This is an optimization exercise on Yosys and OpenROAD, whose aim is small area, a short achievable clock period and few clock cycles, not a production implementation. At most, simulation tests tie the RTL to the original design; equivalence was not proved. For runs 1 and 4, only the layout was checked, not whether the RTL still works. Power figures rest on the tool's default switching activity, not on a simulated workload.

### flow/run.sh
#!/bin/bash
# synth_recipe.tcl (not shown) runs the flow's synth.tcl, then flattens the netlist and writes it again
# the make line also repeats each setting of config.mk as NAME=value (left out here)
make -C /OpenROAD-flow-scripts/flow DESIGN_CONFIG=/design/flow/config.mk WORK_HOME=/design/flow/orfs CLKGATE_MAP_FILE= SYNTH_SCRIPT=/design/flow/synth_recipe.tcl finish
### flow/config.mk
export PLATFORM = sky130hd
export DESIGN_NAME = str_loop
export DESIGN_NICKNAME = str_loop
export VERILOG_FILES = /design/flow/design.v
export SDC_FILE = /design/flow/constraint.sdc
export NUM_CORES = 4
export LEC_CHECK = 0
export CAP_MARGIN = 20
export CORE_MARGIN = 2
export CORE_UTILIZATION = 40
export SLEW_MARGIN = 20
### flow/constraint.sdc
create_clock -name core_clock -period 13.0 [get_ports {clk}]
set_input_delay 2.6000 -clock core_clock [delete_from_list [all_inputs] [get_ports {clk}]]
set_output_delay 2.6000 -clock core_clock [all_outputs]
set_load 0.01 [all_outputs]
### flow/design.v
module str_loop (
    input  wire               clk,
    input  wire               rst,
    input  wire               cmd_valid,
    input  wire [1:0]         cmd_op,       
    output reg                busy,
    input  wire [7:0]         nsps,
    input  wire [1:0]         ted_sel,
    input  wire               idx_sel,
    input  wire signed [23:0] k1,
    input  wire signed [23:0] k2,
    input  wire [15:0]        nrx,
    input  wire [15:0]        nmf,
    input  wire [15:0]        out_cap,
    output reg                mf_rd_en,
    output reg  [15:0]        mf_addr,
    input  wire [31:0]        mf_rdata,
    output reg                out_valid,
    output wire [31:0]        out_sym,
    output wire signed [33:0] out_err,
    output wire signed [9:0]  out_tau,
    output reg                init_ok,
    output reg                stop,
    output reg  [1:0]         stop_cause,
    output reg                err_flag,
    output reg  [2:0]         err_code,
    output reg  signed [41:0] p2,
    output reg  signed [9:0]  tau,
    output reg  [15:0]        nout,
    output reg  [15:0]        clamp_tot,
    output reg  [15:0]        clamp_con
);
    localparam OP_INIT = 2'd0, OP_STEP = 2'd1, OP_RUN = 2'd2;
    localparam ERR_NSPS = 3'd1, ERR_TED = 3'd3, ERR_SEQ = 3'd5;
    localparam CAUSE_END = 2'd1, CAUSE_LOW = 2'd2, CAUSE_FULL = 2'd3;
    localparam T_NONE = 2'd0, T_S = 2'd1, T_E = 2'd2, T_M = 2'd3;
    localparam F_IDLE = 3'd0, F_START = 3'd1, F_E = 3'd2, F_M = 3'd3,
               F_STOP = 3'd4, F_DONE = 3'd5;
    reg [7:0]         cfg_n;
    reg [1:0]         cfg_ted;
    reg               cfg_idx;
    reg signed [24:0] cfg_k;        
    reg [2:0]         fe;
    reg               run_mode;
    reg [1:0]         fe_cause;
    reg signed [17:0] fs;           
    reg [16:0]        fe_e, fe_m;   
    reg [15:0]        fcnt;         
    reg [1:0]         rk1, rk2;     
    reg signed [15:0] s_i, s_q, e_i, e_q, m_i, m_q;
    reg signed [16:0] d_i, d_q;
    reg signed [33:0] acc, err_r, err_b, err_c;
    reg [31:0]        sym1, sym2, sym3, sym4;
    reg signed [46:0] pl;
    reg signed [44:0] prod;
    reg               prod_ovf, prod_neg;
    reg signed [9:0]  tfl;
    reg               trb, tst;
    reg               v1, v2, v3, v4, v5, v6, v7;
    assign out_sym = sym4;
    assign out_err = err_c;
    assign out_tau = tau;
    wire accept = cmd_valid && !busy;
    wire zc_mode = cfg_ted[1];
    function signed [17:0] sgn_mul;    
        input signed [15:0] a;
        input signed [15:0] b;
        begin
            if (b > 0)
                sgn_mul = a;
            else if (b < 0)
                sgn_mul = -a;
            else
                sgn_mul = 18'sd0;
        end
    endfunction
    wire signed [18:0] zc_a = sgn_mul(s_i, e_i) - sgn_mul(e_i, s_i);
    wire signed [18:0] zc_b = sgn_mul(s_q, e_q) - sgn_mul(e_q, s_q);
    wire signed [33:0] zc   = -(zc_a + zc_b);
    wire signed [16:0] mul_a  = v1 ? d_i : (zc_mode ? 17'sd0 : d_q);
    wire signed [15:0] mul_b  = v1 ? m_i : m_q;
    wire signed [33:0] mac_ad = v1 ? 34'sd0 : acc;
    wire signed [33:0] mac    = mac_ad + mul_a * mul_b;
    wire signed [13:0] k_op   = v3 ? $signed({1'b0, cfg_k[12:0]})
                                   : $signed({{2{cfg_k[24]}}, cfg_k[24:13]});
    wire signed [47:0] k_ad   = v3 ? 48'sd0 : {{14{pl[46]}}, pl[46:13]};
    wire signed [47:0] kmac   = k_ad + err_r * k_op;
    wire               k_ovf  = !((&kmac[47:31]) || !(|kmac[47:31]));
    localparam signed [45:0] ONE     = 46'sd1 << 40;
    localparam signed [45:0] MIN_ONE = -(46'sd1 << 40);
    wire signed [45:0] t_sum = p2 + prod;
    wire               t_hi  = prod_ovf ? !prod_neg : (t_sum > ONE);
    wire               t_lo  = prod_ovf ?  prod_neg : (t_sum < MIN_ONE);
    wire signed [50:0] tau_prod = p2 * $signed({1'b0, cfg_n});
    wire               t_up     = trb && (tst || tfl[0]);
    wire signed [9:0]  tau_new  = tfl + $signed({9'd0, t_up});
    wire               mispred  = v7 && (tau_new != tau);
    wire               restart  = mispred && run_mode;
    wire signed [17:0] n18       = $signed({10'd0, cfg_n});
    wire               c_short   = ({1'b0, nrx} < {cfg_n, 1'b0});
    wire               c_end     = (fe_e >= {1'b0, nmf});
    wire               c_full    = (fcnt == out_cap);
    wire               in_flight = (rk1 == T_M) || (rk2 == T_M) ||
                                   v1 || v2 || v3 || v4 || v5 || v6 || v7;
    always @(posedge clk) begin
        if (rst) begin
            busy       <= 1'b0;
            fe         <= F_IDLE;
            run_mode   <= 1'b0;
            fe_cause   <= 2'd0;
            fs         <= 18'sd0;
            rk1        <= T_NONE;
            rk2        <= T_NONE;
            v1         <= 1'b0;
            v2         <= 1'b0;
            v3         <= 1'b0;
            v4         <= 1'b0;
            v5         <= 1'b0;
            v6         <= 1'b0;
            v7         <= 1'b0;
            mf_rd_en   <= 1'b0;
            mf_addr    <= 16'd0;
            out_valid  <= 1'b0;
            init_ok    <= 1'b0;
            stop       <= 1'b0;
            stop_cause <= 2'd0;
            err_flag   <= 1'b0;
            err_code   <= 3'd0;
            p2         <= 42'sd0;
            tau        <= 10'sd0;
            nout       <= 16'd0;
            clamp_tot  <= 16'd0;
            clamp_con  <= 16'd0;
        end else begin
            mf_rd_en  <= 1'b0;
            rk1       <= T_NONE;
            rk2       <= restart ? T_NONE : rk1;
            out_valid <= v7;
            if (accept) begin
                err_flag <= 1'b0;
                err_code <= 3'd0;
                case (cmd_op)
                    OP_INIT: begin
                        if (nsps == 8'd0) begin
                            init_ok  <= 1'b0;
                            err_flag <= 1'b1;
                            err_code <= ERR_NSPS;
                        end else if (ted_sel == 2'd3) begin
                            init_ok  <= 1'b0;
                            err_flag <= 1'b1;
                            err_code <= ERR_TED;
                        end else begin
                            p2         <= 42'sd0;
                            tau        <= 10'sd0;
                            nout       <= 16'd0;
                            clamp_tot  <= 16'd0;
                            clamp_con  <= 16'd0;
                            stop       <= 1'b0;
                            stop_cause <= 2'd0;
                            init_ok    <= 1'b1;
                            fs         <= 18'sd0;
                        end
                    end
                    OP_STEP, OP_RUN: begin
                        if (!init_ok) begin
                            err_flag <= 1'b1;
                            err_code <= ERR_SEQ;
                        end else if (!stop) begin
                            run_mode <= (cmd_op == OP_RUN);
                            busy     <= 1'b1;
                            fe       <= F_START;
                        end
                    end
                    default: ;   
                endcase
            end
            case (fe)
                F_START: begin
                    fcnt <= nout;
                    fe_e <= fs[16:0] + {9'd0, cfg_n};
                    fe_m <= fs[16:0] + {10'd0, cfg_n[7:1]};
                    if (c_short) begin
                        fe       <= F_STOP;
                        fe_cause <= CAUSE_END;
                    end else if (fs < 0) begin
                        fe       <= F_STOP;
                        fe_cause <= CAUSE_LOW;
                    end else begin
                        if (fs[16:0] < {1'b0, nmf}) begin
                            mf_rd_en <= 1'b1;
                            mf_addr  <= fs[15:0];
                            rk1      <= T_S;
                        end
                        fe <= F_E;
                    end
                end
                F_E: begin
                    if (c_end) begin
                        fe       <= F_STOP;
                        fe_cause <= CAUSE_END;
                    end else if (c_full) begin
                        fe       <= F_STOP;
                        fe_cause <= CAUSE_FULL;
                    end else begin
                        mf_rd_en <= 1'b1;
                        mf_addr  <= fe_e[15:0];
                        rk1      <= T_E;
                        fe_e     <= fe_e + {9'd0, cfg_n};
                        fe       <= F_M;
                    end
                end
                F_M: begin
                    mf_rd_en <= 1'b1;
                    mf_addr  <= fe_m[15:0];
                    rk1      <= T_M;
                    fe_m     <= fe_m + {9'd0, cfg_n};
                    fcnt     <= fcnt + 16'd1;
                    fe       <= run_mode ? F_E : F_DONE;
                end
                F_STOP, F_DONE: begin
                    if (!in_flight) begin
                        busy <= 1'b0;
                        fe   <= F_IDLE;
                        if (fe == F_STOP) begin
                            stop       <= 1'b1;
                            stop_cause <= fe_cause;
                        end
                    end
                end
                default: ;
            endcase
            if (restart) begin
                rk1 <= T_NONE;
                fe  <= F_START;
            end
            v1 <= (rk2 == T_M) && !restart;
            v2 <= v1 && !restart;
            v3 <= v2 && !restart;
            v4 <= v3 && !restart;
            v5 <= v4 && !restart;
            v6 <= v5 && !restart;
            v7 <= v6;
            if (v5 && !mispred) begin
                if (t_hi || t_lo) begin
                    clamp_tot <= clamp_tot + 16'd1;
                    clamp_con <= clamp_con + 16'd1;
                end else begin
                    clamp_con <= 16'd0;
                end
                if (t_hi)
                    p2 <= ONE[41:0];
                else if (t_lo)
                    p2 <= MIN_ONE[41:0];
                else
                    p2 <= t_sum[41:0];
            end
            if (v7) begin
                tau  <= tau_new;
                nout <= nout + 16'd1;
                fs   <= fs + n18 + tau_new - tau;
            end
        end
    end
    always @(posedge clk) begin
        case (rk2)
            T_S: begin
                e_i <= mf_rdata[15:0];
                e_q <= mf_rdata[31:16];
            end
            T_E: begin
                s_i <= e_i;
                s_q <= e_q;
                e_i <= mf_rdata[15:0];
                e_q <= mf_rdata[31:16];
            end
            T_M: begin
                m_i <= mf_rdata[15:0];
                m_q <= mf_rdata[31:16];
                if (cfg_ted == 2'd1) begin
                    d_i <= s_i - e_i;
                    d_q <= s_q - e_q;
                end else begin
                    d_i <= e_i - s_i;
                    d_q <= e_q - s_q;
                end
            end
            default: ;
        endcase
        if (v1) begin
            acc  <= zc_mode ? zc : mac;
            sym1 <= cfg_idx ? {s_q, s_i} : {m_q, m_i};
        end
        if (v2)
            err_r <= mac;
        if (v3) begin
            pl   <= kmac[46:0];
            sym2 <= sym1;
        end
        if (v4) begin
            prod     <= {kmac[31:0], pl[12:0]};
            prod_ovf <= k_ovf;
            prod_neg <= kmac[47];
            err_b    <= err_r;
        end
        if (v5)
            sym3 <= sym2;
        if (v6) begin
            tfl   <= tau_prod[49:40];
            trb   <= tau_prod[39];
            tst   <= |tau_prod[38:0];
            err_c <= err_b;
        end
        if (v7)
            sym4 <= sym3;
    end
    always @(posedge clk) begin
        if (accept && cmd_op == OP_INIT && nsps != 8'd0 && ted_sel != 2'd3) begin
            cfg_n   <= nsps;
            cfg_ted <= ted_sel;
            cfg_idx <= idx_sel;
            cfg_k   <= k1 + k2;
        end
    end
endmodule
==> results.sh, run 1 <==
export IMPL_status="complete, no violations"
export IMPL_final_common_cell="inv_1"
export IMPL_clock_latency_ps=770
export IMPL_maxSlewViolCount=0
export IMPL_syn_nets=10000
export IMPL_clk_path_buf_depth=3
export IMPL_hold_viol_final=0
export IMPL_cts_tree="yes"
export IMPL_clk_pin_slew_ps=70
export IMPL_fin_ws_ps=2820
export IMPL_antenna_cells=0
export IMPL_syn_instance_count=8177
export IMPL_rows=164
export IMPL_final_cell_mix="inv_1, fa_1, nand2_1"
export IMPL_critPathRequiredTime_ps=13470
export IMPL_tns_ps=0
export IMPL_cp_end_kind="register"
export IMPL_final_period_utilization=0.783
export IMPL_wire_per_inst_um=20.1
export IMPL_yosysWarnings=1
export IMPL_core_area_um2=199000
export IMPL_cts_setup_buffers=0
export IMPL_vias=58500
export IMPL_postPlaceCellArea_um2=86500
export IMPL_crit_buf_inv=5
export IMPL_grt_max_degree=124
export IMPL_htreeDepth=3
export IMPL_drc=0
export IMPL_met2_length_um=106000
export IMPL_crit_type="register to register"
export IMPL_worst_path_most_repeated_cell="fa_1"
export IMPL_cts_repair_resized=0
export IMPL_hp_class="register to register"
export IMPL_antenna_left=0
export IMPL_synth_area_leaders="fa_1, edfxtp_1, ha_1, inv_1, nand2_1"
export IMPL_dp_slack_ps=2930
export IMPL_ys_seq_elements=747
export IMPL_grt_overflow=0
export IMPL_dr_pass1_iters=6
export IMPL_drive_gt1_frac=0.0424
export IMPL_dieWidth_um=452
export IMPL_yosysTopAreaCell="fa_1"
export IMPL_cp_slowest_cell="buf_4"
export IMPL_die_h_um=452
export IMPL_synthDistinctLibCells=84
export IMPL_setup_viol=0
export IMPL_fmaxAchievable_mhz=98.2
export IMPL_yosysSeqAreaShare=0.259
export IMPL_power_density_nw_per_um2=141
export IMPL_cp_max_fo=45
export IMPL_yosysTopAreaCellShare=0.277
export IMPL_max_stage_delay_ps=570
export IMPL_grt_usage=0.220
export IMPL_wl_met1_um=97700
export IMPL_hpwl_um=175000
export IMPL_max_cap_violations=0
export IMPL_clkSinkCount=747
export IMPL_skew_ps=76.5
export IMPL_grt_pass1_vias=60200
export IMPL_drt_iter0_markers=4159
export IMPL_antenna_found_initial=9
export IMPL_ctsHoldBuffers=0
export IMPL_area_growth_pct=11.8
export IMPL_startpoint_type="register"
export IMPL_dr_max_layer_used="met5"
export IMPL_synthesis_area_um2=80200
export IMPL_post_route_util=0.450
export IMPL_synthArstFlopShare=0
export IMPL_finalNetCount=10200
export IMPL_pin_count=347
export IMPL_max_slew_margin=0.179
export IMPL_ir_drop_uv=335
export IMPL_cp_data_arrival_time_ps=10650
export IMPL_crit_family="adder cells"
export IMPL_wirelength_um=224000
export IMPL_tightest_slew_ps=1230
export IMPL_synth_avg_cell_area_um2=9.81
export IMPL_routed_via_density=5.26
export IMPL_synth_edf_count=585
export IMPL_dieArea_um2=204000
export IMPL_cts_made_buffers=91
export IMPL_port_buffers=345
export IMPL_grt_pass1_wl_um=350000
export IMPL_wl_met3_um=14100
export IMPL_gp_congestion=0.943
export IMPL_start_util=0.402
export IMPL_cts_root_buffer="clkbuf_16"
export IMPL_leakage_uw=0.0401
export IMPL_final_area_um2=89700
export IMPL_grt_setup_unrepaired="no"
export IMPL_whs_ps=390
export IMPL_fillCellCount=18900
export IMPL_synth_ff_type="edfxtp_1"
export IMPL_post_route_min_period_ps=10180
cell families (layout without fill, tap and decap cells):
kind of cell	Yosys count	in the layout	share of synthesized area
XOR/XNOR	329	329	0.0359
adder cells (fa/ha/maj)	1690	1690	0.367
AND/OR/NAND/NOR	2407	2407	0.143
multiplexers	150	150	0.0198
buffers and inverters	1677	1963	0.0791
AO/OA/AOI/OAI	1177	1177	0.0949
flip-flops	747	747	0.259
report_power, final:
group	internal [uW]	switching [uW]	total (uW)	leakage [uW]
Sequential	3010	15.1	3030	0.00659
Clock	1570	1160	2730	0.00154
Combinational	2490	4390	6870	0.0320
cells in the mapped netlist (all sizes together) (109+ instances only):
cell,number
a21o,127
a21oi,310
and2,427
clkbuf,260
dfxtp,162
edfxtp,585
fa,1110
ha,580
inv,1370
nand2,896
nand3,134
nor2,437
o21ai,293
xnor2,220
xor2,109
per-layer routing:
metal | track usage | vias up
li1 | - | 27000
met1 | 0.300 | 29500
met2 | 0.364 | 1695
met3 | 0.0342 | 292
met4 | 0.0591 | 4
met5 | 0 | -
metrics by stage:
stage                     total power, uW  std cells
after global routing                13600      11100
after detailed placement             9840      11000
after global placement               9750      11000
after CTS                           12600      11100
final                               12600      11100
after floorplan                      7790       8177
worst reg2reg max path, delay by kind of cell (launching register included):
family,cells,cell delay (ps)
xor+xnor,1,280
simple gates,6,2020
buf+inv,5,1550
compound gates,9,2250
flops,1,550
fa+ha+maj,7,3230
final cells by class:
| class | instances | area, um2 | share of cell area |
|---|---|---|---|
| well taps | 2656 | 3320 | 0.0370 |
| clock inverters | 62 | 793 | 0.00884 |
| multi-input cells | 5753 | 53200 | 0.592 |
| clock buffers | 106 | 2430 | 0.0271 |
| inverters | 1373 | 5150 | 0.0574 |
| repair buffers | 422 | 4050 | 0.0451 |
| flip-flops and latches | 747 | 20800 | 0.232 |
path summary, 6_finish.rpt:
path	endpoint	slack, ps	cells past startpoint	startpoint
hold / removal	sym2[11]$_DFFE_PP_	390	0	sym1[11]$_DFFE_PP_
hold reg to reg	sym2[11]$_DFFE_PP_	390	0	sym1[11]$_DFFE_PP_
setup reg to reg	prod_ovf$_DFFE_PP_	2820	28	v3$_SDFF_PP0_
setup / recovery	prod_ovf$_DFFE_PP_	2820	28	v3$_SDFF_PP0_
registers in the layout (all words and copies together) (netlist names), 34 cells and up:
signal / count
p2: 42
acc: 34
err_b: 34
err_c: 34
pl: 47
err_r: 34
prod: 45
==> inputs of run 2 (changes only) <==
--- a/flow/design.v
+++ b/flow/design.v
@@ -50,14 +50,14 @@
     reg signed [15:0] s_i, s_q, e_i, e_q, m_i, m_q;
     reg signed [16:0] d_i, d_q;
     reg signed [33:0] acc, err_r, err_b, err_c;
-    reg [31:0]        sym1, sym2, sym3, sym4;
+    reg [31:0]        sym1, sym2, sym3;
     reg signed [46:0] pl;
     reg signed [44:0] prod;
     reg               prod_ovf, prod_neg;
-    reg signed [9:0]  tfl;
-    reg               trb, tst;
-    reg               v1, v2, v3, v4, v5, v6, v7;
-    assign out_sym = sym4;
+    reg signed [13:0] k_op;
+    reg               mp_r;
+    reg               v1, v2, v3, v4, v5, v6;
+    assign out_sym = sym3;
     assign out_err = err_c;
     assign out_tau = tau;
     wire accept = cmd_valid && !busy;
@@ -81,8 +81,6 @@
     wire signed [15:0] mul_b  = v1 ? m_i : m_q;
     wire signed [33:0] mac_ad = v1 ? 34'sd0 : acc;
     wire signed [33:0] mac    = mac_ad + mul_a * mul_b;
-    wire signed [13:0] k_op   = v3 ? $signed({1'b0, cfg_k[12:0]})
-                                   : $signed({{2{cfg_k[24]}}, cfg_k[24:13]});
     wire signed [47:0] k_ad   = v3 ? 48'sd0 : {{14{pl[46]}}, pl[46:13]};
     wire signed [47:0] kmac   = k_ad + err_r * k_op;
     wire               k_ovf  = !((&kmac[47:31]) || !(|kmac[47:31]));
@@ -92,16 +90,22 @@
     wire               t_hi  = prod_ovf ? !prod_neg : (t_sum > ONE);
     wire               t_lo  = prod_ovf ?  prod_neg : (t_sum < MIN_ONE);
     wire signed [50:0] tau_prod = p2 * $signed({1'b0, cfg_n});
-    wire               t_up     = trb && (tst || tfl[0]);
+    wire signed [9:0]  tfl      = tau_prod[49:40];
+    wire               t_up     = tau_prod[39] && ((|tau_prod[38:0]) || tfl[0]);
     wire signed [9:0]  tau_new  = tfl + $signed({9'd0, t_up});
-    wire               mispred  = v7 && (tau_new != tau);
-    wire               restart  = mispred && run_mode;
+    wire               mispred  = v6 && (tau_new != tau);
+    wire               restart  = mp_r && run_mode;
     wire signed [17:0] n18       = $signed({10'd0, cfg_n});
     wire               c_short   = ({1'b0, nrx} < {cfg_n, 1'b0});
     wire               c_end     = (fe_e >= {1'b0, nmf});
     wire               c_full    = (fcnt == out_cap);
-    wire               in_flight = (rk1 == T_M) || (rk2 == T_M) ||
-                                   v1 || v2 || v3 || v4 || v5 || v6 || v7;
+    wire               younger   = (rk1 == T_M) || (rk2 == T_M) ||
+                                   v1 || v2 || v3 || v4 || v5;
+    wire               fe_end    = (fe == F_STOP) || (fe == F_DONE);
+    wire               finish    = fe_end && !younger && !restart &&
+                                   !(mispred && run_mode);
+    wire               start_ok  = accept && (cmd_op == OP_STEP || cmd_op == OP_RUN) &&
+                                   init_ok && !stop;
     always @(posedge clk) begin
         if (rst) begin
             busy       <= 1'b0;
@@ -117,7 +121,7 @@
             v4         <= 1'b0;
             v5         <= 1'b0;
             v6         <= 1'b0;
-            v7         <= 1'b0;
+            mp_r       <= 1'b0;
             mf_rd_en   <= 1'b0;
             mf_addr    <= 16'd0;
             out_valid  <= 1'b0;
@@ -135,7 +139,8 @@
             mf_rd_en  <= 1'b0;
             rk1       <= T_NONE;
             rk2       <= restart ? T_NONE : rk1;
-            out_valid <= v7;
+            out_valid <= v6;
+            mp_r      <= mispred;
             if (accept) begin
                 err_flag <= 1'b0;
                 err_code <= 3'd0;
@@ -168,7 +173,7 @@
                         end else if (!stop) begin
                             run_mode <= (cmd_op == OP_RUN);
                             busy     <= 1'b1;
-                            fe       <= F_START;
+                            fe       <= F_E;
                         end
                     end
                     default: ;   
@@ -176,26 +181,16 @@
             end
             case (fe)
                 F_START: begin
-                    fcnt <= nout;
-                    fe_e <= fs[16:0] + {9'd0, cfg_n};
-                    fe_m <= fs[16:0] + {10'd0, cfg_n[7:1]};
+                    fe <= F_E;
+                end
+                F_E: begin
                     if (c_short) begin
                         fe       <= F_STOP;
                         fe_cause <= CAUSE_END;
                     end else if (fs < 0) begin
                         fe       <= F_STOP;
                         fe_cause <= CAUSE_LOW;
-                    end else begin
-                        if (fs[16:0] < {1'b0, nmf}) begin
-                            mf_rd_en <= 1'b1;
-                            mf_addr  <= fs[15:0];
-                            rk1      <= T_S;
-                        end
-                        fe <= F_E;
-                    end
-                end
-                F_E: begin
-                    if (c_end) begin
+                    end else if (c_end) begin
                         fe       <= F_STOP;
                         fe_cause <= CAUSE_END;
                     end else if (c_full) begin
@@ -218,7 +213,7 @@
                     fe       <= run_mode ? F_E : F_DONE;
                 end
                 F_STOP, F_DONE: begin
-                    if (!in_flight) begin
+                    if (finish) begin
                         busy <= 1'b0;
                         fe   <= F_IDLE;
                         if (fe == F_STOP) begin
@@ -229,18 +224,27 @@
                 end
                 default: ;
             endcase
-            if (restart) begin
-                rk1 <= T_NONE;
-                fe  <= F_START;
+            if (start_ok || restart) begin
+                fcnt <= nout;
+                fe_e <= fs[16:0] + {9'd0, cfg_n};
+                fe_m <= fs[16:0] + {10'd0, cfg_n[7:1]};
+                if (fs >= 0 && fs[16:0] < {1'b0, nmf}) begin
+                    mf_rd_en <= 1'b1;
+                    mf_addr  <= fs[15:0];
+                    rk1      <= T_S;
+                end else begin
+                    rk1      <= T_NONE;
+                end
             end
+            if (restart)
+                fe <= F_E;
             v1 <= (rk2 == T_M) && !restart;
             v2 <= v1 && !restart;
             v3 <= v2 && !restart;
             v4 <= v3 && !restart;
             v5 <= v4 && !restart;
             v6 <= v5 && !restart;
-            v7 <= v6;
-            if (v5 && !mispred) begin
+            if (v5 && !mp_r) begin
                 if (t_hi || t_lo) begin
                     clamp_tot <= clamp_tot + 16'd1;
                     clamp_con <= clamp_con + 16'd1;
@@ -254,7 +258,7 @@
                 else
                     p2 <= t_sum[41:0];
             end
-            if (v7) begin
+            if (v6) begin
                 tau  <= tau_new;
                 nout <= nout + 16'd1;
                 fs   <= fs + n18 + tau_new - tau;
@@ -292,6 +296,8 @@
         end
         if (v2)
             err_r <= mac;
+        k_op <= v2 ? $signed({1'b0, cfg_k[12:0]})
+                   : $signed({{2{cfg_k[24]}}, cfg_k[24:13]});
         if (v3) begin
             pl   <= kmac[46:0];
             sym2 <= sym1;
@@ -304,14 +310,8 @@
         end
         if (v5)
             sym3 <= sym2;
-        if (v6) begin
-            tfl   <= tau_prod[49:40];
-            trb   <= tau_prod[39];
-            tst   <= |tau_prod[38:0];
+        if (v6)
             err_c <= err_b;
-        end
-        if (v7)
-            sym4 <= sym3;
     end
     always @(posedge clk) begin
         if (accept && cmd_op == OP_INIT && nsps != 8'd0 && ted_sel != 2'd3) begin
==> results.sh, run 2 <==
export IMPL_synth_top_family_by_area="adder cells"
export IMPL_hpwl_um=174000
export IMPL_cp_max_fo=45
export IMPL_synth_compound_area_frac=0.104
export IMPL_cts_repair_resized=0
export IMPL_routed_via_density=5.35
export IMPL_yosysSeqAreaShare=0.250
export IMPL_drt_iter0_markers=3758
export IMPL_synthMuxAreaShare=0.0191
export IMPL_grt_overflow=0
export IMPL_max_slew_margin=0.172
export IMPL_cts_setup_buffers=0
export IMPL_grt_pass1_vias=61700
export IMPL_ir_drop_uv=248
export IMPL_ctsHoldBuffers=0
export IMPL_grt_pass1_wl_um=353000
export IMPL_final_common_cell="inv_1"
export IMPL_status="complete, no violations"
export IMPL_final_area_um2=88400
export IMPL_pin_count=347
export IMPL_synthArstFlopShare=0
export IMPL_vias=58800
export IMPL_dieWidth_um=449
export IMPL_synth_area_leaders="fa_1, edfxtp_1, ha_1, inv_1, nand2_1"
export IMPL_final_period_utilization=0.789
export IMPL_dr_pass1_iters=6
export IMPL_startpoint_type="register"
export IMPL_cts_root_buffer="clkbuf_16"
export IMPL_largest_register_ff_count=47
export IMPL_synth_xor_area_share=0.0347
export IMPL_post_route_min_period_ps=10260
export IMPL_port_buffers=345
export IMPL_fmaxAchievable_mhz=97.5
export IMPL_synthesis_area_um2=79200
export IMPL_hp_class="register to register"
export IMPL_clock_latency_ps=730
export IMPL_fillCellCount=18800
export IMPL_final_cell_mix="inv_1, fa_1, nand2_1"
export IMPL_synth_ff_type="edfxtp_1"
export IMPL_hold_viol_final=0
export IMPL_timing_rr_start="cfg_n[0]$_DFFE_PP_"
export IMPL_yosysTopAreaCell="fa_1"
export IMPL_maxSlewViolCount=0
export IMPL_max_cap_violations=0
export IMPL_yosysTopAreaCellShare=0.281
export IMPL_grt_max_degree=75
export IMPL_drive_gt1_frac=0.0424
export IMPL_tightest_slew_ps=1240
export IMPL_clk_path_buf_depth=3
export IMPL_syn_instance_count=8093
export IMPL_crit_start="cfg_n[0]$_DFFE_PP_"
export IMPL_ys_seq_elements=717
export IMPL_cp_data_arrival_time_ps=10880
export IMPL_tns_ps=0
export IMPL_dieArea_um2=202000
export IMPL_synth_edf_count=541
export IMPL_synth_simple_area_share=0.147
export IMPL_wirelength_um=222000
export IMPL_core_area_um2=197000
export IMPL_synth_avg_cell_area_um2=9.79
export IMPL_top_register="pl"
export IMPL_cp_end_kind="register"
export IMPL_rows=163
export IMPL_gp_congestion=0.942
export IMPL_cp_slowest_cell="nor4_1"
export IMPL_finalNetCount=10100
export IMPL_critPathRequiredTime_ps=13620
export IMPL_setup_viol=0
export IMPL_synthTopCellsByCount="inv_1, fa_1, nand2_1"
export IMPL_max_stage_delay_ps=750
export IMPL_min_from="sym2[0]$_DFFE_PP_"
export IMPL_antenna_left=0
export IMPL_htreeDepth=3
export IMPL_leakage_uw=0.0390
export IMPL_antenna_found_initial=4
export IMPL_syn_nets=9927
export IMPL_synthAdderAreaFrac=0.372
export IMPL_start_util=0.402
export IMPL_yosysMostFrequentCell="inv_1"
export IMPL_postPlaceCellArea_um2=85200
export IMPL_yosysWarnings=1
export IMPL_skew_ps=41.0
export IMPL_wire_per_inst_um=20.2
export IMPL_drc=0
export IMPL_die_h_um=449
export IMPL_area_growth_pct=11.6
export IMPL_clkSinkCount=717
export IMPL_grt_usage=0.222
export IMPL_cts_made_buffers=89
export IMPL_power_density_nw_per_um2=131
export IMPL_top_regs="pl: 47 flops, prod: 45 flops, p2: 42 flops"
export IMPL_grt_setup_unrepaired="no"
export IMPL_crit_type="register to register"
export IMPL_cts_tree="yes"
export IMPL_clk_pin_slew_ps=60
export IMPL_whs_ps=399
export IMPL_synthDistinctLibCells=91
[run 2: cell types whose count changed after synthesis, sizes merged, moves of 34 or more]
cell | previous run | this run
a22oi | 29 | 79
xor2 | 109 | 75
edfxtp | 585 | 541
and2 | 427 | 369
inv | 1370 | 1186
nand2 | 896 | 962
[run 2: cell type report]
type | count | area, um2 | share of cell area
clock buffer | 109 | 2430 | 0.0275
tap | 2640 | 3300 | 0.0374
multi-input combinational | 5859 | 53700 | 0.608
clock inverter | 57 | 688 | 0.00779
timing repair buffer | 412 | 3950 | 0.0447
sequential | 717 | 19800 | 0.224
antenna | 4 | 10.0 | 0.000113
inverter | 1187 | 4460 | 0.0504
[run 2: cell families after synthesis]
kind of cell | after synthesis
buf+inv | 1517
compound gates | 1270
mux | 142
fa+ha+maj | 1690
xor+xnor | 311
flops | 717
simple gates | 2446
[run 2: power by group]
group | internal, uW | switching [uW]
Clock | 1530 | 1100
Sequential | 2880 | 18.6
Combinational | 2300 | 3720
[run 2: through the flow]
| step | utilization | cells | setup WS [ps] | total power (uW) |
|---|---|---|---|---|
| after floorplan | - | 8093 | 3790 | 7100 |
| after CTS | 0.448 | 11000 | 2760 | 11600 |
| after global routing | 0.449 | 11000 | 2100 | 12400 |
| final | 0.449 | 11000 | 2740 | 11500 |
| after detailed placement | 0.433 | 10800 | 2800 | 8950 |
| after global placement | 0.433 | 10800 | 2890 | 8860 |
[run 2: final timing paths]
path	endpoint	slack, ps	cells past startpoint
worst max-delay path	fs[17]$_SDFFE_PP0P_	2740	34
worst min-delay path	sym3[0]$_DFFE_PP_	400	0
worst max register to register	fs[17]$_SDFFE_PP0P_	2740	34
worst min register to register	sym3[0]$_DFFE_PP_	400	0
[run 2: layer usage]
metal  part of all wire  GRT usage  up-vias
met2               0.51      0.395     1600
met3              0.046     0.0250      389
li1                   -          -    26900
met4              0.034     0.0793        0
met5                  0          0        -
met1               0.41      0.277    29800
[run 2: worst max-delay path: cells and delay by family, from the launching register on]
family | cells | cell delay [ps]
adder cells (fa/ha/maj) | 8 | 3590
flip-flops | 1 | 320
XOR/XNOR | 4 | 780
AO/OA/AOI/OAI | 10 | 2750
buffers and inverters | 6 | 970
AND/OR/NAND/NOR | 6 | 1710
Testbench counts of run 2, summed over its fixed seeds: cycles 15,886.
==> inputs of run 3 (changes only) <==
--- a/flow/config.mk
+++ b/flow/config.mk
@@ -8,4 +8,5 @@
 export CAP_MARGIN = 20
 export CORE_MARGIN = 2
 export CORE_UTILIZATION = 40
+export SETUP_SLACK_MARGIN = 5
 export SLEW_MARGIN = 20
==> results.sh, run 3 <==
export IMPL_synthesis_area_um2=79200
export IMPL_crit_start="cfg_n[3]$_DFFE_PP_"
export IMPL_r2r_end="fs[17]$_SDFFE_PP0P_"
export IMPL_synth_area_leaders="fa_1, edfxtp_1, ha_1, inv_1, nand2_1"
export IMPL_drive_gt1_frac=0.0951
export IMPL_grt_pass1_vias=62500
export IMPL_cts_made_buffers=87
export IMPL_cp_end_kind="register"
export IMPL_cts_root_buffer="clkbuf_16"
export IMPL_synthMuxAreaShare=0.0191
export IMPL_clk_path_buf_depth=3
export IMPL_synth_top_family_by_area="adder cells"
export IMPL_grt_pass1_wl_um=360000
export IMPL_status="complete, no violations"
export IMPL_wirelength_um=233000
export IMPL_timing_rr_start="cfg_n[3]$_DFFE_PP_"
export IMPL_ff_latch_area_um2=19800
export IMPL_synth_compound_area_frac=0.104
export IMPL_clock_latency_ps=760
export IMPL_final_common_cell="inv_1"
export IMPL_grt_max_degree=78
export IMPL_top_regs="pl: 47 flops, prod: 45 flops, p2: 42 flops"
export IMPL_cp_data_arrival_time_ps=9140
export IMPL_dieArea_um2=202000
export IMPL_hpwl_um=175000
export IMPL_synth_edf_count=541
export IMPL_antenna_left=0
export IMPL_synth_ff_type="edfxtp_1"
export IMPL_yosysWarnings=1
export IMPL_setup_viol=0
export IMPL_skew_ps=64.8
export IMPL_max_cap_violations=0
export IMPL_syn_nets=9927
export IMPL_crit_type="register to register"
export IMPL_maxSlewViolCount=0
export IMPL_cp_slowest_cell="fa_1"
export IMPL_core_area_um2=197000
export IMPL_wire_per_inst_um=20.8
export IMPL_antenna_found_initial=5
export IMPL_yosysTopAreaCell="fa_1"
export IMPL_yosysSeqAreaShare=0.250
export IMPL_start_util=0.402
export IMPL_reg2regPathDepth=37
export IMPL_syn_instance_count=8093
export IMPL_hold_viol_final=0
export IMPL_yosysMostFrequentCell="inv_1"
export IMPL_startpoint_type="register"
export IMPL_grt_overflow=0
export IMPL_synth_simple_area_share=0.147
export IMPL_post_route_min_period_ps=8520
export IMPL_vias=59700
export IMPL_holdPathStages=0
export IMPL_max_stage_delay_ps=580
export IMPL_drc=0
export IMPL_final_period_utilization=0.656
export IMPL_r2r_slack_ps=4480
export IMPL_grt_setup_unrepaired="yes"
export IMPL_dieWidth_um=449
export IMPL_ys_seq_elements=717
export IMPL_synthArstFlopShare=0
export IMPL_tns_ps=0
export IMPL_yosysTopAreaCellShare=0.281
export IMPL_synthAdderAreaFrac=0.372
export IMPL_leakage_uw=0.0404
export IMPL_final_cell_mix="inv_1, fa_1, nand2_1"
export IMPL_drt_iter0_markers=3778
export IMPL_area_growth_pct=16.3
export IMPL_synthDistinctLibCells=91
export IMPL_ctsHoldBuffers=0
export IMPL_hp_class="register to register"
export IMPL_final_area_um2=92100
export IMPL_fillCellCount=18500
export IMPL_rows=163
export IMPL_ir_drop_uv=236
export IMPL_hold_end="prod[5]$_DFFE_PP_"
export IMPL_cp_max_fo=11
export IMPL_pin_count=347
export IMPL_die_h_um=449
export IMPL_htreeDepth=3
export IMPL_min_from="pl[5]$_DFFE_PP_"
export IMPL_cts_tree="yes"
export IMPL_power_density_nw_per_um2=127
export IMPL_max_slew_margin=0.194
export IMPL_post_route_util=0.468
export IMPL_grt_usage=0.227
export IMPL_clk_pin_slew_ps=60
export IMPL_synthTopCellsByCount="inv_1, fa_1, nand2_1"
export IMPL_synth_avg_cell_area_um2=9.79
export IMPL_whs_ps=398
export IMPL_critPathRequiredTime_ps=13610
export IMPL_synth_xor_area_share=0.0347
export IMPL_gp_congestion=0.926
export IMPL_postPlaceCellArea_um2=85500
export IMPL_tightest_slew_ps=1200
export IMPL_port_buffers=345
export IMPL_dr_pass1_iters=6
export IMPL_finalNetCount=10300
export IMPL_routed_via_density=5.34
export IMPL_largest_register_ff_count=47
export IMPL_clkSinkCount=717
export IMPL_multi_input_area_um2=55400
export IMPL_fmaxAchievable_mhz=117
export IMPL_top_register="pl"
-- run 3: where the power goes --
part	switching, uW	total (uW)	leakage (uW)	internal [uW]
logic	3760	6300	0.0327	2540
clock network	1100	2520	0.00141	1420
registers	19.4	2900	0.00631	2880
total	4870	11700	0.0404	6850
-- run 3: cells by family (layout without fill, tap and decap cells) --
group | after synthesis | in the layout
other | 0 | 1
adders and majority gates | 1690 | 1690
DFF | 717 | 717
AOI/OAI and AO/OA | 1270 | 1272
xor gates and xnor gates | 311 | 311
buffers and inverters | 1517 | 1959
and+or+nand+nor | 2446 | 2446
muxes | 142 | 142
-- run 3: critical path: cells and delay by family (launching register included) --
family	cells	cell delay, ps
fa+ha+maj	9	3370
simple gates	7	1390
flops	1	410
compound gates	14	2180
buf+inv	5	740
xor+xnor	2	280
-- run 3: worst max-delay path by stage --
stage	to	cells after the start
after global placement	fs[17]$_SDFFE_PP0P_	36
after CTS	fs[17]$_SDFFE_PP0P_	39
after detailed placement	fs[17]$_SDFFE_PP0P_	31
final	fs[17]$_SDFFE_PP0P_	37
after floorplan	acc[32]$_DFFE_PP_	26
after global routing	fs[17]$_SDFFE_PP0P_	38
-- run 3: final cells by class --
cell class,count,area share
Clock buffer,110,0.0256
Antenna cell,1,0.0000272
Clock inverter,52,0.00609
Timing Repair Buffer,610,0.0668
Tap cell,2640,0.0359
Multi-Input combinational cell,5861,0.602
Inverter,1187,0.0484
Sequential cell,717,0.215
-- run 3: metal layers --
layer / vias up / global-route usage / part of all wire
li1: 27300 / - / -
met1: 30300 / 0.286 / 0.41
met2: 1646 / 0.401 / 0.50
met3: 382 / 0.0282 / 0.050
met4: 4 / 0.0784 / 0.036
met5: - / 0 / 0.00022
-- run 3: repair_timing --
item | in CTS | in global routing
pin swaps | 57 | 69
buffers inserted | 95 | 84
cloned | 4 | 12
endpoints found under the setup margin | 53 | 40
resized for setup | 279 | 139
-- run 3: metrics by stage --
step | power [uW] | worst slack (ps) | cells
5_1_grt | 12500 | 4140 | 11200
2_1_floorplan | 7100 | 5000 | 8093
4_1_cts | 11500 | 4600 | 11100
3_5_place_dp | 8750 | 3740 | 10800
3_3_place_gp | 8680 | 3860 | 10800
6_report | 11700 | 4480 | 11200
==> inputs of run 4 (changes only) <==
--- a/flow/design.v
+++ b/flow/design.v
@@ -80,16 +80,22 @@
     wire signed [16:0] mul_a  = v1 ? d_i : (zc_mode ? 17'sd0 : d_q);
     wire signed [15:0] mul_b  = v1 ? m_i : m_q;
     wire signed [33:0] mac_ad = v1 ? 34'sd0 : acc;
-    wire signed [33:0] mac    = mac_ad + mul_a * mul_b;
+    wire signed [33:0] mac;
+    booth_mac #(.NA(17), .NB(16), .W(34)) u_emac (
+        .a(mul_a), .b(mul_b), .c(mac_ad), .y(mac));
     wire signed [47:0] k_ad   = v3 ? 48'sd0 : {{14{pl[46]}}, pl[46:13]};
-    wire signed [47:0] kmac   = k_ad + err_r * k_op;
+    wire signed [47:0] kmac;
+    booth_mac #(.NA(34), .NB(14), .W(48)) u_kmac (
+        .a(err_r), .b(k_op), .c(k_ad), .y(kmac));
     wire               k_ovf  = !((&kmac[47:31]) || !(|kmac[47:31]));
     localparam signed [45:0] ONE     = 46'sd1 << 40;
     localparam signed [45:0] MIN_ONE = -(46'sd1 << 40);
     wire signed [45:0] t_sum = p2 + prod;
     wire               t_hi  = prod_ovf ? !prod_neg : (t_sum > ONE);
     wire               t_lo  = prod_ovf ?  prod_neg : (t_sum < MIN_ONE);
-    wire signed [50:0] tau_prod = p2 * $signed({1'b0, cfg_n});
+    wire signed [50:0] tau_prod;
+    booth_mac #(.NA(42), .NB(10), .W(51)) u_tmul (
+        .a(p2), .b({2'b00, cfg_n}), .c(51'd0), .y(tau_prod));
     wire signed [9:0]  tfl      = tau_prod[49:40];
     wire               t_up     = tau_prod[39] && ((|tau_prod[38:0]) || tfl[0]);
     wire signed [9:0]  tau_new  = tfl + $signed({9'd0, t_up});
@@ -322,3 +328,65 @@
         end
     end
 endmodule
+module booth_mac #(
+    parameter NA = 16,
+    parameter NB = 16,       
+    parameter W  = 32
+) (
+    input  wire signed [NA-1:0] a,
+    input  wire signed [NB-1:0] b,
+    input  wire        [W-1:0]  c,
+    output wire        [W-1:0]  y
+);
+    localparam R = NB / 2;
+    function [W-1:0] k_const;
+        input integer dummy;
+        integer i;
+        reg [W-1:0] k;
+        begin
+            k = {W{1'b0}};
+            for (i = 0; i < R; i = i + 1)
+                if (NA + 2 * i < W)
+                    k = k - ({{(W-1){1'b0}}, 1'b1} << (NA + 2 * i));
+            k_const = k;
+        end
+    endfunction
+    localparam [W-1:0] KC = k_const(0);
+    wire [NB:0]   bx = {b, 1'b0};
+    wire [W-1:0]  rows [0:R];
+    wire [R-1:0]  neg;
+    genvar i;
+    generate
+        for (i = 0; i < R; i = i + 1) begin : g_row
+            wire b0 = bx[2*i];
+            wire b1 = bx[2*i+1];
+            wire b2 = bx[2*i+2];
+            wire one = b1 ^ b0;
+            wire two = (b2 & ~b1 & ~b0) | (~b2 & b1 & b0);
+            assign neg[i] = b2;
+            wire [NA:0] mag = ({(NA+1){one}} & {a[NA-1], a}) |
+                              ({(NA+1){two}} & {a, 1'b0});
+            wire [NA:0] x   = mag ^ {(NA+1){b2}};
+            wire [NA:0] xu  = {~x[NA], x[NA-1:0]};
+            wire [W+NA+2*R:0] sh = {{(W+2*R){1'b0}}, xu} << (2 * i);
+            if (i == 0) begin : g_first
+                assign rows[i] = sh[W-1:0];
+            end else begin : g_next
+                wire [W+2*R:0] nb = {{(W+2*R){1'b0}}, neg[i-1]} << (2 * i - 2);
+                assign rows[i] = sh[W-1:0] | nb[W-1:0];
+            end
+        end
+        if (1) begin : g_last
+            wire [W+2*R:0] nb = {{(W+2*R){1'b0}}, neg[R-1]} << (2 * R - 2);
+            assign rows[R] = nb[W-1:0];
+        end
+    endgenerate
+    reg [W-1:0] sum;
+    integer j;
+    always @(*) begin
+        sum = c + KC;
+        for (j = 0; j <= R; j = j + 1)
+            sum = sum + rows[j];
+    end
+    assign y = sum;
+endmodule
==> results.sh, run 4 <==
export IMPL_status="complete, no violations"
export IMPL_maxSlewViolCount=0
export IMPL_top_regs="pl: 47 flops, prod: 45 flops, p2: 42 flops"
export IMPL_clock_latency_ps=760
export IMPL_synth_avg_cell_area_um2=8.45
export IMPL_hp_class="register to register"
export IMPL_postPlaceCellArea_um2=83900
export IMPL_clkSinkCount=717
export IMPL_tightest_slew_ps=1160
export IMPL_pin_count=347
export IMPL_cp_data_arrival_time_ps=9450
export IMPL_power_switching_uw=5540
export IMPL_yosysTopAreaCellShare=0.207
export IMPL_grt_usage=0.273
export IMPL_grt_pass1_vias=68600
export IMPL_crit_start="cfg_n[5]$_DFFE_PP_"
export IMPL_cts_tree="yes"
export IMPL_tns_ps=0
export IMPL_switching_share=0.426
export IMPL_cts_made_buffers=86
export IMPL_drive_gt1_frac=0.103
export IMPL_r2r_slack_ps=4200
export IMPL_endpoint="fs[17]$_SDFFE_PP0P_"
export IMPL_ir_drop_uv=257
export IMPL_rows=162
export IMPL_grt_max_degree=140
export IMPL_htreeDepth=3
export IMPL_dr_pass1_iters=9
export IMPL_power_share_sequential=0.219
export IMPL_antenna_found_initial=25
export IMPL_synthesis_area_um2=78300
export IMPL_cp_slowest_cell="fa_1"
export IMPL_syn_instance_count=9268
export IMPL_final_period_utilization=0.677
export IMPL_startpoint_type="register"
export IMPL_finalNetCount=10500
export IMPL_worst_path_most_repeated_cell="fa_1"
export IMPL_max_slew_margin=0.220
export IMPL_synthArstFlopShare=0
export IMPL_p_int_uw=7460
export IMPL_cp_end_kind="register"
export IMPL_synth_area_leaders="edfxtp_1, fa_1, ha_1, dfxtp_1, a21oi_1"
export IMPL_comb_power_share=0.578
export IMPL_area_growth_pct=16.7
export IMPL_top_register="pl"
export IMPL_drt_iter0_markers=7781
export IMPL_crit_type="register to register"
export IMPL_grt_overflow=0
export IMPL_die_h_um=446
export IMPL_post_route_min_period_ps=8800
export IMPL_largest_register_ff_count=47
export IMPL_setup_viol=0
export IMPL_clk_path_buf_depth=3
export IMPL_max_cap_violations=0
export IMPL_start_util=0.402
export IMPL_final_cell_mix="nand2_1, nor2_1, o21ai_0"
export IMPL_vias=72800
export IMPL_wirelength_um=284000
export IMPL_whs_ps=406
export IMPL_post_route_util=0.469
export IMPL_fmaxAchievable_mhz=114
export IMPL_r2r_end="fs[17]$_SDFFE_PP0P_"
export IMPL_ctsHoldBuffers=0
export IMPL_cp_max_fo=19
export IMPL_yosysWarnings=4
export IMPL_final_common_cell="nand2_1"
export IMPL_yosysSeqAreaShare=0.252
export IMPL_finalPower_uw=13000
export IMPL_final_area_um2=91400
export IMPL_timing_rr_start="cfg_n[5]$_DFFE_PP_"
export IMPL_yosysTopAreaCell="edfxtp_1"
export IMPL_syn_nets=10500
export IMPL_max_stage_delay_ps=590
export IMPL_reg2regPathDepth=37
export IMPL_yosysMostFrequentCell="nand2_1"
export IMPL_dieArea_um2=199000
export IMPL_core_area_um2=195000
export IMPL_clk_pin_slew_ps=60
export IMPL_hpwl_um=196000
export IMPL_synthTopCellsByCount="nand2_1, nor2_1, clkbuf_1"
export IMPL_hold_viol_final=0
export IMPL_grt_pass1_wl_um=422000
export IMPL_dieWidth_um=446
export IMPL_ys_seq_elements=717
export IMPL_power_density_nw_per_um2=142
export IMPL_skew_ps=70.3
export IMPL_antenna_left=0
export IMPL_routed_via_density=6.07
export IMPL_critPathRequiredTime_ps=13640
export IMPL_leakage_uw=0.0359
export IMPL_port_buffers=345
export IMPL_synth_ff_type="edfxtp_1"
export IMPL_cts_root_buffer="clkbuf_16"
export IMPL_synthDistinctLibCells=107
export IMPL_drc=0
export IMPL_grt_setup_unrepaired="yes"
export IMPL_pwr_share_clk=0.203
export IMPL_wire_per_inst_um=23.6
export IMPL_gp_congestion=0.941
export IMPL_synth_edf_count=541
run 4: cell count changes in the layout (fill, tap and decap cells not counted), moves of 76 or more:
cell,delta
a221oi_1,+85
nand2_1,-145
fa_1,-604
o21ai_0,+426
a21oi_1,+364
o22ai_1,+259
nor2_1,+340
and2_1,-291
maj3_1,+95
a31oi_1,+76
a22oi_1,+170
inv_1,-523
run 4: cells by family (layout without fill, tap and decap cells):
group | after synthesis | count (layout) | share of synthesized area
xor gates and xnor gates | 330 | 330 | 0.0373
muxes | 164 | 164 | 0.0222
AOI/OAI and AO/OA | 2912 | 2912 | 0.238
buffers and inverters | 1479 | 1559 | 0.0722
adders and majority gates | 1177 | 1177 | 0.233
and+or+nand+nor | 2489 | 2495 | 0.145
DFF | 717 | 717 | 0.252
other | 0 | 19 | 0
run 4: worst max-delay path, delay by kind of cell (launching register included):
family / cells / cell delay (ps)
compound gates: 17 / 3250
xor+xnor: 4 / 610
buf+inv: 4 / 650
simple gates: 5 / 830
fa+ha+maj: 7 / 2860
flops: 1 / 460
run 4: area by class of cell:
type / count / area, um2
well taps: 2624 / 3280
clock inverters: 57 / 818
clock buffers: 104 / 2270
repair buffers: 722 / 7710
fillers: 18500 / 103000
diodes: 19 / 47.5
multi-input cells: 7078 / 54800
flip-flops and latches: 717 / 19800
inverters: 676 / 2570
run 4: through the flow:
step                      setup WS (ps)  instances
after global routing               3900      12000
after floorplan                    4810       9268
after detailed placement           2750      11600
final                              4200      12000
after global placement             2790      11600
after CTS                          4240      11900
run 4: worst min path at each step:
stage                     depth (start not counted)           startpoint             endpoint
after floorplan                                   0   err_b[0]$_DFFE_PP_   err_c[0]$_DFFE_PP_
after global placement                            0   sym1[16]$_DFFE_PP_   sym2[16]$_DFFE_PP_
after detailed placement                          0  err_b[26]$_DFFE_PP_  err_c[26]$_DFFE_PP_
after CTS                                         0   sym2[16]$_DFFE_PP_   sym3[16]$_DFFE_PP_
after global routing                              0    sym2[6]$_DFFE_PP_    sym3[6]$_DFFE_PP_
final                                             0   sym2[16]$_DFFE_PP_   sym3[16]$_DFFE_PP_
run 4: what timing repair did:
item,4_1_cts,5_1_grt
endpoints found under the hold margin,0,0
pin swaps,75,65
gates resized for setup,233,193
gates cloned,22,14
setup endpoints to repair,77,38
setup buffers,129,46
run 4: routing by layer:
metal	track usage	part of all wire	up-vias
li1	-	-	33300
met1	0.353	0.40	35400
met2	0.436	0.46	3411
met3	0.0376	0.076	694
met4	0.156	0.064	4
met5	0	0.000099	-
run 4: power by group through the flow:
stage	Clock (uW)	Combinational, uW	Sequential (uW)
after floorplan	0	4740	2880
after global placement	0	6390	2890
after detailed placement	0	6510	2900
after CTS	2700	6990	2840
after global routing	2780	8250	2850
final	2640	7520	2850

[re-timing with driven ports]
The flow's constraints put no driver on any port. The routed layouts listed below were extracted and timed again, unchanged, in two steps.
Step 1, drivers: a clkbuf_16 drives clk and a buf_2 each remaining input, both assumed.
Step 2 adds t to the input delays and takes it off the output delays; t is the mean of the earliest and latest rising clock arrival at the registers after step 1. Input paths then give back, and output paths get back, about the clock's delay inside the block.
a / b / c = no drivers / after step 1 / after step 2; a / b = the first two.
| run | t (ns) | slack for setup (ns) | latest minus earliest clock arrival (ns) |
|---|---|---|---|
| run 1 | 0.816 | 2.817 / 2.817 / 2.817 | 0.077 / 0.077 |
| run 2 | 0.802 | 2.741 / 2.741 / 2.741 | 0.050 / 0.050 |
| run 3 | 0.809 | 4.476 / 4.476 / 4.476 | 0.065 / 0.065 |
| run 4 | 0.818 | 4.199 / 4.199 / 4.199 | 0.070 / 0.070 |
After both steps every run listed still meets setup and hold.
